Context: an optimization exercise on an open-source flow, tuned for small area. The choices shown serve that exercise and are no tape-out recipe. No run shown here included a check of the RTL's function; only the layout flow was run. No activity file was given, so power comes from the tool's default toggle rates.

`design/flow/config.mk`:
```
export PLATFORM = sky130hd
export DESIGN_NAME = ufa_top
export DESIGN_NICKNAME = ufa_top
export VERILOG_FILES = /design/flow/design.v
export SDC_FILE = /design/flow/constraint.sdc
export NUM_CORES = 4
export LEC_CHECK = 0
export ABC_AREA = 1
export CAP_MARGIN = 20
export CORE_MARGIN = 2
export CORE_UTILIZATION = 40
export SLEW_MARGIN = 20
```
`design/flow/constraint.sdc`:
```
create_clock -name core_clock -period 10.0 [get_ports {clk}]
set_input_delay 2.0000 -clock core_clock [delete_from_list [all_inputs] [get_ports {clk}]]
set_output_delay 2.0000 -clock core_clock [all_outputs]
set_load 0.01 [all_outputs]
```
`design/flow/design.v`:
```
module ufa_top (
  input             clk,
  input             rst,
  input             in_valid,
  output            in_ready,
  input      [1:0]  in_op,
  input      [7:0]  in_data,
  input      [31:0] in_now,
  output            out_valid,
  input             out_ready,
  output     [1:0]  out_kind,
  output     [31:0] out_data
);
  localparam [1:0] OP_FEED = 2'd0, OP_TICK = 2'd1, OP_LOCK = 2'd2;
  localparam [1:0] K_WAKE = 2'd0, K_TX = 2'd1, K_EVENT = 2'd2, K_DIAG = 2'd3;
  localparam [3:0] D_OVERFLOW = 4'd1, D_TOO_SHORT = 4'd2, D_CHECKSUM = 4'd3,
                   D_SIZE = 4'd4, D_SOURCE = 4'd5, D_UNK_CMD = 4'd6,
                   D_UNK_SUB = 4'd7, D_CONFIG = 4'd8;
  localparam [3:0] E_STATUS = 4'd1, E_LOCK = 4'd2, E_LOW_BAT = 4'd3,
                   E_DISCOVERY = 4'd4, E_SETTING = 4'd5, E_UNKNOWN = 4'd6;
  localparam [2:0] LS_PIN = 3'd0, LS_NFC = 3'd1, LS_USER = 3'd2, LS_SELF = 3'd3,
                   LS_TIMEOUT = 3'd4, LS_JAM = 3'd5;
  localparam [1:0] S_IDLE = 2'd0, S_DIAG = 2'd1, S_EVT = 2'd2, S_TX = 2'd3;
  localparam [1:0] F_LOCK = 2'd0, F_ACK = 2'd1, F_DISC = 2'd2, F_POLL = 2'd3;
  localparam [31:0] T_FRAME = 32'd10;
  localparam [31:0] T_POLL  = 32'd1800000;
  reg [5:0]  rx_len;
  reg [7:0]  h_cmd, h_src, h_seq, h_len, h_p0, h_p1;
  reg [7:0]  x_prev;         
  reg [7:0]  b_last;         
  reg [31:0] lbt;            
  reg [31:0] lp;             
  reg        lp_zero;        
  reg        discovered;
  reg [3:0]  ph;             
  reg        armed;          
  reg        ba, ga, bb, gb;   
  reg [1:0]  st;
  reg [1:0]  ftype;
  reg        tt;             
  reg [2:0]  k;              
  reg        poll_pend;
  reg [1:0] nb;
  always @(*) nb = in_now[{ph, 1'b0} +: 2];
  wire [1:0] ka = T_FRAME[{ph, 1'b0} +: 2];
  wire [1:0] kb = T_POLL[{ph, 1'b0} +: 2];
  wire       first = (ph == 4'd0);
  wire [1:0] ra = lbt[1:0];
  wire [1:0] rb = lp[1:0] & {2{~lp_zero}};
  wire [2:0] da = {1'b0, nb} - {1'b0, ra} - {2'b0, ba & ~first};
  wire [2:0] db = {1'b0, nb} - {1'b0, rb} - {2'b0, bb & ~first};
  wire ga0 = (da[0] != ka[0]) ? da[0] : (ga & ~first);
  wire ga1 = (da[1] != ka[1]) ? da[1] : ga0;
  wire gb0 = (db[0] != kb[0]) ? db[0] : (gb & ~first);
  wire gb1 = (db[1] != kb[1]) ? db[1] : gb0;
  wire [5:0] n = rx_len;
  wire chk_short  = n < 6'd5;
  wire chk_sum    = x_prev != b_last;
  wire chk_size   = {3'd0, n} != ({1'b0, h_len} + 9'd5);
  wire chk_src_ok = (h_src == 8'hB0) || (h_src == 8'hB1 && h_cmd == 8'h11);
  wire frame_ok   = !chk_short && !chk_sum && !chk_size && chk_src_ok;
  reg        c_diag_v, c_evt_v;
  reg [31:0] c_diag_w, c_evt_w;
  reg [1:0]  c_reply;        
  always @(*) begin
    c_diag_v = 1'b0;
    c_diag_w = 32'd0;
    c_evt_v  = 1'b0;
    c_evt_w  = 32'd0;
    c_reply  = 2'd0;
    if (chk_short) begin
      c_diag_v = 1'b1;
      c_diag_w = {16'd0, 2'd0, n, 4'd0, D_TOO_SHORT};
    end else if (chk_sum) begin
      c_diag_v = 1'b1;
      c_diag_w = {8'd0, b_last, x_prev, 4'd0, D_CHECKSUM};
    end else if (chk_size) begin
      c_diag_v = 1'b1;
      c_diag_w = {8'd0, h_len, 2'd0, n, 4'd0, D_SIZE};
    end else if (!chk_src_ok) begin
      c_diag_v = 1'b1;
      c_diag_w = {8'd0, h_cmd, h_src, 4'd0, D_SOURCE};
    end else begin
      case (h_cmd)
        8'h11: begin
          if (h_len != 8'd0 && h_p0 == 8'hFF) begin
            c_evt_v = 1'b1;
            c_evt_w = {27'd0, 1'b1, E_STATUS};
          end else if (h_len != 8'd0 && h_p0 == 8'h00) begin
            c_evt_v = 1'b1;
            c_evt_w = {27'd0, 1'b0, E_STATUS};
          end
        end
        8'h30: begin
          c_evt_v = 1'b1;
          if (h_len == 8'd0) begin
            c_diag_v = 1'b1;
            c_diag_w = {28'd0, D_UNK_SUB};
            c_evt_w  = {h_len, h_seq, h_cmd, 4'd0, E_UNKNOWN};
          end else begin
            case (h_p0)
              8'h09: c_evt_w = {14'd0, 1'b0, 1'b0, 8'd0, 1'b0, LS_JAM, E_LOCK};
              8'h13: c_evt_w = {14'd0, 1'b0, 1'b1, (h_len >= 8'd2) ? h_p1 : 8'd0,
                                (h_len >= 8'd2), LS_PIN, E_LOCK};
              8'h15: c_evt_w = {14'd0, 1'b1, 1'b1, 8'd0, 1'b0, LS_USER, E_LOCK};
              8'h18: c_evt_w = {14'd0, 1'b1, 1'b1, 8'd0, 1'b0, LS_SELF, E_LOCK};
              8'h19: c_evt_w = {14'd0, 1'b0, 1'b1, 8'd0, 1'b0, LS_SELF, E_LOCK};
              8'h1B: c_evt_w = {14'd0, 1'b1, 1'b1, 8'd0, 1'b0, LS_TIMEOUT, E_LOCK};
              8'h90: c_evt_w = {14'd0, 1'b0, 1'b1, (h_len >= 8'd2) ? h_p1 : 8'd0,
                                (h_len >= 8'd2), LS_NFC, E_LOCK};
              8'hA7: c_evt_w = {28'd0, E_LOW_BAT};
              default: begin
                c_diag_v = 1'b1;
                c_diag_w = {16'd0, h_p0, 3'd0, 1'b1, D_UNK_SUB};
                c_evt_w  = {h_len, h_seq, h_cmd, 4'd0, E_UNKNOWN};
              end
            endcase
          end
        end
        8'h33: begin
          c_evt_v = 1'b1;
          c_evt_w = {28'd0, E_SETTING};
          c_reply = F_ACK;
        end
        8'h37: begin
          c_diag_v = 1'b1;
          c_diag_w = {28'd0, D_CONFIG};
        end
        8'h44: begin
          c_evt_v = 1'b1;
          c_evt_w = {28'd0, E_DISCOVERY};
          c_reply = F_DISC;
        end
        default: begin
          c_diag_v = 1'b1;
          c_diag_w = {h_len, h_seq, h_cmd, 4'd0, D_UNK_CMD};
          c_evt_v  = 1'b1;
          c_evt_w  = {h_len, h_seq, h_cmd, 4'd0, E_UNKNOWN};
        end
      endcase
    end
  end
  reg [7:0] tx_byte;
  reg       tx_last;
  always @(*) begin
    tx_byte = 8'h00;
    case (k)
      3'd2: case (ftype)
              F_LOCK: tx_byte = 8'h10;
              F_ACK:  tx_byte = 8'h33;
              F_DISC: tx_byte = 8'h44;
              F_POLL: tx_byte = 8'h11;
            endcase
      3'd3: tx_byte = (ftype == F_ACK || ftype == F_DISC) ? 8'hA1 : 8'hA0;
      3'd4: tx_byte = (ftype == F_ACK || ftype == F_DISC) ? h_seq : 8'h00;
      3'd5: tx_byte = (ftype == F_LOCK || ftype == F_DISC) ? 8'h01 : 8'h00;
      3'd6: case (ftype)
              F_LOCK: tx_byte = {8{tt}};
              F_ACK:  tx_byte = h_seq ^ 8'h92;
              F_DISC: tx_byte = 8'h00;
              F_POLL: tx_byte = 8'hB1;
            endcase
      3'd7: tx_byte = (ftype == F_LOCK) ? (tt ? 8'h4E : 8'hB1) : (h_seq ^ 8'hE4);
      default: tx_byte = 8'h00;
    endcase
    tx_last = (ftype == F_LOCK || ftype == F_DISC) ? (k == 3'd7) : (k == 3'd6);
  end
  reg        o_valid;
  reg [1:0]  o_kind;
  reg [31:0] o_data;
  always @(*) begin
    o_valid = 1'b0;
    o_kind  = K_DIAG;
    o_data  = 32'd0;
    case (st)
      S_DIAG: begin
        o_kind  = K_DIAG;
        o_valid = (n == 6'd0) | c_diag_v;
        o_data  = (n == 6'd0) ? {16'd0, 8'd40, 4'd0, D_OVERFLOW} : c_diag_w;
      end
      S_EVT: begin
        o_kind  = K_EVENT;
        o_valid = c_evt_v;
        o_data  = c_evt_w;
      end
      S_TX: begin
        o_valid = 1'b1;
        if (k[2:1] == 2'd0) begin
          o_kind = K_WAKE;
          o_data = {31'd0, ~k[0]};
        end else begin
          o_kind = K_TX;
          o_data = {24'd0, tx_byte};
        end
      end
      default: ;
    endcase
  end
  assign out_valid = o_valid;
  assign out_kind  = o_kind;
  assign out_data  = o_data;
  wire out_fire = o_valid & out_ready;
  wire idle     = (st == S_IDLE);
  wire last_ph  = (ph == 4'd15);
  assign in_ready = idle & last_ph & (armed | (in_op != OP_TICK));
  wire acc = in_valid & in_ready;
  wire fd       = (n != 6'd0) & ga1;
  wire fvalid   = fd & frame_ok;
  wire disc_new = discovered | fvalid;
  wire pf       = disc_new & ((fvalid & (h_cmd == 8'h44)) | gb1);
  wire acc_feed = acc & (in_op == OP_FEED);
  wire acc_tick = acc & (in_op == OP_TICK);
  wire acc_lock = acc & (in_op == OP_LOCK);
  always @(posedge clk) begin
    lbt <= acc_feed ? in_now : {lbt[1:0], lbt[31:2]};
    lp  <= (acc_tick & pf) ? in_now : {lp[1:0], lp[31:2]};
    ba <= da[2];
    bb <= db[2];
    ga <= ga1;
    gb <= gb1;
    if (first) armed <= in_valid;
    if (acc_feed) begin
      case (rx_len)
        6'd0: h_cmd <= in_data;
        6'd1: h_src <= in_data;
        6'd2: h_seq <= in_data;
        6'd3: h_len <= in_data;
        6'd4: h_p0  <= in_data;
        6'd5: h_p1  <= in_data;
        default: ;
      endcase
      b_last <= in_data;
      x_prev <= (rx_len == 6'd0) ? 8'd0 : (x_prev ^ b_last);
    end
    if (acc_lock) tt <= in_data[0];
    if (acc_lock) poll_pend <= 1'b0;
    if (acc_tick) poll_pend <= pf;
  end
  always @(posedge clk) begin
    if (rst) begin
      ph         <= 4'd0;
      st         <= S_IDLE;
      rx_len     <= 6'd0;
      discovered <= 1'b0;
      lp_zero    <= 1'b1;
    end else begin
      ph <= ph + 4'd1;
      case (st)
        S_IDLE: begin
          if (acc_feed) begin
            if (rx_len == 6'd39) begin
              rx_len <= 6'd0;
              st     <= S_DIAG;
            end else begin
              rx_len <= rx_len + 6'd1;
            end
          end
          if (acc_lock) begin
            ftype <= F_LOCK;
            k     <= 3'd0;
            st    <= S_TX;
          end
          if (acc_tick) begin
            discovered <= disc_new;
            if (pf) lp_zero <= 1'b0;
            if (fd) begin
              st <= S_DIAG;
            end else if (pf) begin
              ftype <= F_POLL;
              k     <= 3'd0;
              st    <= S_TX;
            end
          end
        end
        S_DIAG: begin
          if (!o_valid || out_ready)
            st <= (n == 6'd0) ? S_IDLE : S_EVT;
        end
        S_EVT: begin
          if (!o_valid || out_ready) begin
            rx_len <= 6'd0;
            k      <= 3'd0;
            if (c_reply != 2'd0) begin
              ftype <= c_reply;
              st    <= S_TX;
            end else if (poll_pend) begin
              ftype <= F_POLL;
              st    <= S_TX;
            end else begin
              st <= S_IDLE;
            end
          end
        end
        S_TX: begin
          if (out_ready) begin
            k <= k + 3'd1;
            if (tx_last) begin
              k <= 3'd0;
              if (ftype != F_POLL && poll_pend) begin
                ftype <= F_POLL;
              end else begin
                st <= S_IDLE;
              end
            end
          end
        end
      endcase
    end
  end
endmodule
```
`design/flow/run.sh`:
```
#!/bin/bash
# synth_recipe.tcl (not shown) runs the flow's synth.tcl, then flattens the netlist and writes it again
# the make line also repeats each setting of config.mk as NAME=value (left out here)
make -C /OpenROAD-flow-scripts/flow DESIGN_CONFIG=/design/flow/config.mk WORK_HOME=/design/flow/orfs CLKGATE_MAP_FILE= SYNTH_SCRIPT=/design/flow/synth_recipe.tcl finish
```
==> results of run 1 <==
## how the worst max path moves through the flow
stage | startpoint | end | cells after the start | slack [ps]
detailed placement | in_now[26] | st[0] | 22 | 3880
CTS | rx_len[0] | out_data[22] | 16 | 3720
global placement | in_now[30] | st[0] | 20 | 3970
finish | rx_len[0] | out_data[17] | 16 | 3700
floorplan | in_now[28] | k[1] | 20 | 5260
global route | rx_len[0] | out_data[23] | 16 | 3390
## sequential cells by signal, summed over array words and instances (netlist names), 2 cells and up
| name | count |
|---|---|
| b_last | 8 |
| ftype | 2 |
| h_cmd | 8 |
| h_len | 8 |
| h_p0 | 8 |
| h_p1 | 8 |
| h_seq | 8 |
| h_src | 8 |
| k | 3 |
| lbt | 32 |
| lp | 32 |
| ph | 4 |
| rx_len | 6 |
| st | 2 |
| x_prev | 8 |
## power by group
part           internal, W  total [W]  switching (W)
logic            0.0000440   0.000116      0.0000716
registers         0.000666   0.000675     0.00000830
clock network     0.000333   0.000604       0.000271
total              0.00104    0.00139       0.000351
## routing by layer
metal / GRT usage (%) / part of all wire, %
met5: 0 / 0
met4: 7.43 / 2.2
met3: 5.05 / 8.5
met2: 35.6 / 43
met1: 33.5 / 46
## worst min-delay path, cell delays in order, from the launching register on
cell and delay, ps:
dfxtp_1 300, nand2_1 40, o21ai_0 50
## Yosys cell counts, drive strengths merged, types with 13 or more instances
cell	number
nand2	330
inv	187
o21ai	146
nor2	108
dfxtp	82
a21oi	72
edfxtp	72
nand3	57
ha	28
clkbuf	26
nor3	20
buf	14
o211ai	14
o22ai	13
## stage by stage
| step | cells | util, % | area, sq um | setup slack (ps) | power, W |
|---|---|---|---|---|---|
| after floorplan | 1230 | - | 8940 | 5260 | 0.000752 |
| after global placement | 1556 | 45.5 | 9970 | 3970 | 0.000802 |
| after detailed placement | 1556 | 45.5 | 9970 | 3880 | 0.000803 |
| after CTS | 1586 | 48.0 | 10500 | 3720 | 0.00140 |
| after global routing | 1586 | 48.0 | 10500 | 3390 | 0.00144 |
| final | 1586 | 48.0 | 10500 | 3700 | 0.00139 |
## cells by family (layout without fill, tap and decap cells)
kind of cell | after synthesis | after routing | share of synthesized area (%)
and+or+nand+nor | 532 | 532 | 24.9
AOI/OAI and AO/OA | 279 | 279 | 17.5
buffers and inverters | 228 | 304 | 9.86
DFF | 154 | 154 | 42.5
adders and majority gates | 32 | 32 | 4.81
xor gates and xnor gates | 4 | 4 | 0.392
other | 1 | 1 | 0.0419
## final cells by class
| cell class | count | share of cell area, % |
|---|---|---|
| multi-input combinational | 848 | 40.6 |
| sequential | 154 | 36.2 |
| timing repair buffer | 86 | 8.05 |
| inverter | 188 | 6.73 |
| clock buffer | 19 | 4.32 |
| tap | 280 | 3.33 |
| clock inverter | 11 | 0.810 |
==> metrics.log, run 1 <==
[metrics] outcome: complete, no violations
[metrics] signed area change from the synthesized netlist to the final layout: 17.5%
[metrics] average wire length per cell after detail routing: 17.6 microns
[metrics] number of antenna violations at the first check in global routing: 0
[metrics] Synth area leader: edfxtp_1
[metrics] total count of max-transition violations in the final report: 0
[metrics] # setup viols final: 0
[metrics] Total Die Area: 0.0236 sq mm
[metrics] number of buffer and inverter instances along the worst setup path: 5
[metrics] FF-to-FF path depth: 20
[metrics] cts-stage hold buffer count: 0
[metrics] critical path fanouts, max: 12
[metrics] crit path capture type: output pin
[metrics] detailed router's first-iteration violation count: 872
[metrics] insertion delay to the later sink of the worst-skew pair: 430 ps
[metrics] CTS tree: yes
[metrics] I/O pin cnt: 82
[metrics] Setup TNS Final: 0 ps
[metrics] most common cell after layout, fill and taps aside: nand2_1
[metrics] flop and latch count out of synthesis: 154
[metrics] DRC Markers: 0
[metrics] launch point of the worst reg-to-reg path: ph[0]
[metrics] pwr/cell area: 133 mW/mm^2
[metrics] arrival time at the worst endpoint: 4300 ps
[metrics] sequential fraction of the synthesis area: 42.5%
[metrics] setup slack of the most critical reg-to-reg path: 4810 ps
[metrics] post-route antenna net violation count: 0
[metrics] Final Hold Fails: 0
[metrics] worst-case vdd ir drop: 0.115 mV
[metrics] leading cell types in the layout, fill and taps excluded: 325 x nand2_1, 178 x inv_1, 110 x o21ai_0, 98 x nor2_1, 82 x dfxtp_1
[metrics] instance count along the most critical hold path: 2
[metrics] total core area: 0.0219 sq mm
[metrics] number of enable-type register cells in the synthesized netlist: 72
[metrics] mean instance size in the synthesized netlist: 7.27 sq um
[metrics] share of cells above drive strength 1: 5.13%
[metrics] Layout fillers: 2265
[metrics] number of setup buffers added after CTS: 0
[metrics] top cells by area, synth: edfxtp_1 24%, dfxtp_1 18%, nand2_1 14%, inv_1 7.5%, o21ai_0 6.2%
[metrics] sink count of the clock tree: 154
[metrics] first-pass iteration count of the detailed router: 8
[metrics] Nets: 1373
[metrics] CTS resizes: 0
[metrics] setup repair after global routing missed its margin: false
[metrics] number of distinct library cells after synthesis: 51
[metrics] overall global routing resource usage: 23.5%
[metrics] routed vias: 8435
[metrics] dominant register cell in the synthesized netlist: dfxtp_1
[metrics] type of the most critical hold path: reg -> reg
[metrics] category of the critical setup timing path: reg -> out
[metrics] overall overflow remaining after global route: 0
[metrics] starting density of the core: 40.9%
[metrics] transition time at the pin with the least slew margin: 1050 ps
[metrics] share of flip-flops with an asynchronous set or reset after synthesis: 0%
[metrics] Seq. cell area: 0.00380 sq mm
[metrics] Data required, critical path: 8000 ps
[metrics] sequence of cells on the critical path: inv_1, ha_1, nor2_1, nor2_1, nand2_2, inv_2, nand2_1, nor2_1, inv_1, nand2_1, nor2_1, inv_1, a21oi_1, o21ai_0, a21oi_1, clkdlybuf4s50_1
[metrics] Clock Tree Buf Depth: 2
[metrics] cell family with the largest share of critical-path delay: buffers and inverters
[metrics] die outline width: 154 microns
[metrics] count of yosys warnings during synthesis: 1
[metrics] master cell of the clock root buffer: clkbuf_16
[metrics] Die Ht: 154 microns
[metrics] largest net degree at the start of global routing: 64
[metrics] Synth Net Count: 1308
[metrics] Std-Cell Rows: 54
[metrics] via density per instance: 5.32
[metrics] clock transition at the registers of the reported paths: 60 ps
[metrics] leakage component of the power: 4.41 nW
[metrics] count of port buffers added during placement: 80
[metrics] worst hold slack: 427 ps
[metrics] cell with the most instances on the worst path: nor2_1
[metrics] number of global-route vias before repair: 7819
[metrics] global-route wire length before repair: 43300 microns
[metrics] maximum frequency from static timing analysis: 159 MHz
[metrics] Worst slew margin: 29.4%
[metrics] Slowest cell on crit path: clkdlybuf4s50_1
[metrics] Final Critical Period: 6300 ps
[metrics] startpoint of the lowest-slack hold path: lbt[9]
[metrics] number of antenna repair diodes: 0
[metrics] max cap viols: 0
[metrics] Hold Crit Endpoint: lbt[7]
[metrics] period utilisation layout: 63.0%
[metrics] area of the multi-input gates: 0.00426 sq mm
[metrics] total CTS buffers: 17
[metrics] CP startpoint kind: flip-flop
[metrics] skew final: 10.9 ps
[metrics] aggregate routed wire length: 27900 microns
[metrics] GPL Wtd Cong: 0.969
[metrics] H-tree Lvls: 4
[metrics] total half-perimeter wirelength after legalization and detailed placement: 21000 microns
[metrics] area share of the largest cell type after synthesis: 24.2%
[metrics] reg-to-reg endpoint: st[1]
[metrics] cell count after synthesis: 1230
[metrics] Crit path largest cell delay: 560 ps
[metrics] post-synthesis cell area: 0.00894 sq mm
==> inputs of run 2 (changes only) <==
--- a/design/flow/config.mk
+++ b/design/flow/config.mk
@@ -5,7 +5,6 @@
 export SDC_FILE = /design/flow/constraint.sdc
 export NUM_CORES = 4
 export LEC_CHECK = 0
-export ABC_AREA = 1
 export CAP_MARGIN = 20
 export CORE_MARGIN = 2
 export CORE_UTILIZATION = 40
==> metrics.log, run 2 <==
[metrics] outcome: complete, no violations (unchanged)
[metrics] gr busiest metal: met2 (unchanged)
[metrics] total half-perimeter wirelength after legalization and detailed placement: 19700 microns (was 21000 microns)
[metrics] detailed router's first-iteration violation count: 824 (was 872)
[metrics] period utilisation layout: 63.9% (was 63.0%)
[metrics] cts-stage hold buffer count: 0 (unchanged)
[metrics] type of the most critical hold path: reg -> reg (unchanged)
[metrics] count of yosys warnings during synthesis: 1 (unchanged)
[metrics] overall overflow remaining after global route: 0 (unchanged)
[metrics] number of antenna violations at the first check in global routing: 0 (unchanged)
[metrics] Crit path largest cell delay: 580 ps (was 560 ps)
[metrics] mean instance size in the synthesized netlist: 9.40 sq um (was 7.27 sq um)
[metrics] transition time at the pin with the least slew margin: 1020 ps (was 1050 ps)
[metrics] CTS resizes: 0 (unchanged)
[metrics] insertion delay to the later sink of the worst-skew pair: 440 ps (was 430 ps)
[metrics] largest net degree at the start of global routing: 54 (was 64)
[metrics] arrival time at the worst endpoint: 4390 ps (was 4300 ps)
[metrics] total core area: 0.0211 sq mm (was 0.0219 sq mm)
[metrics] global-route wire length before repair: 41400 microns (was 43300 microns)
[metrics] area share of the largest cell type after synthesis: 25.1% (was 24.2%)
[metrics] number of enable-type register cells in the synthesized netlist: 72 (unchanged)
[metrics] pwr/cell area: 141 mW/mm^2 (was 133 mW/mm^2)
[metrics] worst-case vdd ir drop: 0.113 mV (was 0.115 mV)
[metrics] sink count of the clock tree: 154 (unchanged)
[metrics] Clock Tree Buf Depth: 2 (unchanged)
[metrics] leading cell types in the layout, fill and taps excluded: 170 x nand2_1, 82 x dfxtp_1, 80 x clkdlybuf4s50_1, 72 x edfxtp_1, 65 x nor2_1 (was 325 x nand2_1, 178 x inv_1, 110 x o21ai_0, 98 x nor2_1, 82 x dfxtp_1)
[metrics] overall global routing resource usage: 24.3% (was 23.5%)
[metrics] max cap viols: 0 (unchanged)
[metrics] Final Critical Period: 6390 ps (was 6300 ps)
[metrics] post-route antenna net violation count: 0 (unchanged)
[metrics] average wire length per cell after detail routing: 21.6 microns (was 17.6 microns)
[metrics] count of port buffers added during placement: 80 (unchanged)
[metrics] number of antenna repair diodes: 0 (unchanged)
[metrics] Layout fillers: 2009 (was 2265)
[metrics] Setup TNS Final: 0 ps (unchanged)
[metrics] die outline width: 151 microns (was 154 microns)
[metrics] cell family with the largest share of critical-path delay: simple AND/OR/NAND/NOR gates (was buffers and inverters)
[metrics] total count of max-transition violations in the final report: 0 (unchanged)
[metrics] Final Hold Fails: 0 (unchanged)
[metrics] Synth Net Count: 994 (was 1308)
[metrics] GPL Wtd Cong: 0.969 (about the same)
[metrics] Total Die Area: 0.0227 sq mm (was 0.0236 sq mm)
[metrics] aggregate routed wire length: 27300 microns (was 27900 microns)
[metrics] area of the multi-input gates: 0.00448 sq mm (was 0.00426 sq mm)
[metrics] Data required, critical path: 8000 ps (about the same)
[metrics] share of cells above drive strength 1: 11.3% (was 5.13%)
[metrics] number of setup buffers added after CTS: 0 (unchanged)
[metrics] sequence of cells on the critical path: nor4bb_1, nand3_1, nor2_1, and2_1, o21ai_0, a21oi_1, and2_1, clkdlybuf4s50_1 (was inv_1, ha_1, nor2_1, nor2_1, nand2_2, inv_2, nand2_1, nor2_1, inv_1, nand2_1, nor2_1, inv_1, a21oi_1, o21ai_0, a21oi_1, clkdlybuf4s50_1)
[metrics] Slowest cell on crit path: nor2_1 (was clkdlybuf4s50_1)
[metrics] Die Ht: 151 microns (was 154 microns)
[metrics] Std-Cell Rows: 53 (was 54)
[metrics] CP startpoint kind: flip-flop (unchanged)
[metrics] number of distinct library cells after synthesis: 84 (was 51)
[metrics] category of the critical setup timing path: reg -> out (unchanged)
[metrics] setup repair after global routing missed its margin: false (unchanged)
[metrics] routed vias: 7516 (was 8435)
[metrics] total chip power: 0.00145 W (was 0.00139 W)
[metrics] # setup viols final: 0 (unchanged)
[metrics] skew final: 18.5 ps (was 10.9 ps)
[metrics] master cell of the clock root buffer: clkbuf_16 (unchanged)
[metrics] Seq. cell area: 0.00380 sq mm (unchanged)
[metrics] number of buffer and inverter instances along the worst setup path: 1 (was 5)
[metrics] cell with the most instances on the worst path: and2_1 (was nor2_1)
[metrics] first-pass iteration count of the detailed router: 6 (was 8)
[metrics] cell count after synthesis: 916 (was 1230)
[metrics] GR met3 Demand/Resource: 5.18% (was 5.05%)
[metrics] post-synthesis cell area: 0.00861 sq mm (was 0.00894 sq mm)
[metrics] flop and latch count out of synthesis: 154 (unchanged)
[metrics] CTS tree: yes (unchanged)
[metrics] biggest regs: lbt (32), lp (32) (unchanged)
[metrics] post-layout utilization of the core: 48.7% (was 48.0%)
[metrics] most numerous cell types in the synthesized netlist: 170 x nand2_1, 82 x dfxtp_1, 72 x edfxtp_1, 65 x nor2_1, 42 x a21oi_1 (was 325 x nand2_1, 178 x inv_1, 110 x o21ai_0, 99 x nor2_1, 82 x dfxtp_1)
[metrics] dpl cells: 1232 (was 1556)
[metrics] top cells by area, synth: edfxtp_1 25%, dfxtp_1 19%, nand2_1 7.4%, mux2_2 4.2%, ha_1 4.1% (was edfxtp_1 24%, dfxtp_1 18%, nand2_1 14%, inv_1 7.5%, o21ai_0 6.2%)
[metrics] most common cell after layout, fill and taps aside: nand2_1 (unchanged)
[metrics] number of stages on the worst setup path: 8 (was 16)
[metrics] Nets: 1054 (was 1373)
[metrics] instance count along the most critical hold path: 2 (unchanged)
[metrics] met2 usage: 35.9% (was 35.6%)
[metrics] most frequently used cell type in the post-synthesis netlist: nand2_1 (unchanged)
[metrics] total CTS buffers: 17 (unchanged)
[metrics] maximum frequency from static timing analysis: 157 MHz (was 159 MHz)
[metrics] starting density of the core: 40.9% (about the same)
[metrics] crit path capture type: output pin (unchanged)
[metrics] clock transition at the registers of the reported paths: 70 ps (was 60 ps)
[metrics] signed area change from the synthesized netlist to the final layout: 19.2% (was 17.5%)
[metrics] Worst slew margin: 31.9% (was 29.4%)
[metrics] critical path fanouts, max: 14 (was 12)
[metrics] number of global-route vias before repair: 7033 (was 7819)
[metrics] sequential fraction of the synthesis area: 44.2% (was 42.5%)
[metrics] met1 Use GR: 35.1% (was 33.5%)
[metrics] share of flip-flops with an asynchronous set or reset after synthesis: 0% (unchanged)
[metrics] final instance count without filler cells: 1264 (was 1586)
[metrics] DRC Markers: 0 (unchanged)
[metrics] Synth area leader: edfxtp_1 (unchanged)
[metrics] H-tree Lvls: 4 (unchanged)
[metrics] FF-to-FF path depth: 10 (was 20)
[metrics] dominant register cell in the synthesized netlist: dfxtp_1 (unchanged)
[metrics] I/O pin cnt: 82 (unchanged)
[metrics] leakage component of the power: 3.80 nW (was 4.41 nW)
[metrics] via density per instance: 5.95 (was 5.32)
## run 2: worst paths after layout
kind	start	to	slack, ps
max	h_cmd[7]	out_data[28]	3610
min	lbt[6]	lbt[4]	420
max reg2reg	ph[0]	lp[4]	5330
min reg2reg	lbt[6]	lbt[4]	420
## run 2: layout make-up
cell class	instances	share of cell area, %
clock buffers	17	4.14
clock inverters	15	1.86
inverters	42	1.54
multi-input cells	672	43.6
flip-flops and latches	154	37.0
well taps	275	3.35
repair buffers	89	8.46
## run 2: where the power goes
| part | switching (W) | internal, W |
|---|---|---|
| Combinational | 0.0000589 | 0.0000507 |
| Clock | 0.000319 | 0.000343 |
| Sequential | 0.0000117 | 0.000669 |
| Total | 0.000390 | 0.00106 |
## run 2: cell families (layout without fill, tap and decap cells)
logic type / Yosys count / after routing / synth area share [%]
AND/OR/NAND/NOR: 378 / 378 / 20.7
AO/OA/AOI/OAI: 194 / 194 / 16.6
flip-flops: 154 / 154 / 44.2
buffers and inverters: 90 / 163 / 4.07
multiplexers: 48 / 48 / 7.49
adder cells (fa/ha/maj): 33 / 33 / 5.11
XOR/XNOR: 18 / 18 / 1.83
other: 1 / 1 / 0.0435
## run 2: per-layer routing
| metal | vias to the layer above | part of all wire (%) |
|---|---|---|
| met3 | 42 | 8.3 |
| met4 | 0 | 2.3 |
| met2 | 354 | 44 |
| li1 | 3468 | - |
| met5 | - | 0 |
| met1 | 3652 | 46 |
## run 2: per-stage QoR
stage / area (sq um) / setup WS (ps) / hold WS, ps
after floorplan: 8610 / 4680 / 399
after global placement: 9650 / 3900 / 402
after detailed placement: 9650 / 3830 / 408
after CTS: 10300 / 3700 / 427
after global routing: 10300 / 3410 / 436
final: 10300 / 3610 / 425
## run 2: tightest hold or removal path, cell delays in order (launching register included)
cell and delay [ps]:
dfxtp_1 310, nand2_1 40, nand2_1 50

==> static timing again, ports no longer ideal <==
No port has a modelled driver above. Below, the same layouts with a new extraction and two added sets of constraints.
Step 1 assumes that a clkbuf_16 drives the clock port and a buf_2 every other input.
Step 2 also shifts input and output timing later by t, the mid clock arrival at the registers, as if the neighbouring blocks saw the same clock.
Three values: ideal, step 1, step 2; two values: the first two.
run	t, ns	slack for setup (ns)	hold WS [ns]	worst slew at a driven data input, ns	cell pins on the clock port's net
run 1	0.470	3.698 / 3.653 / 3.829	0.427 / 0.427 / 0.427	0.04	1
run 2	0.476	3.612 / 3.564 / 3.812	0.425 / 0.425 / 0.425	0.06	1
After both steps every run listed still meets setup and hold.
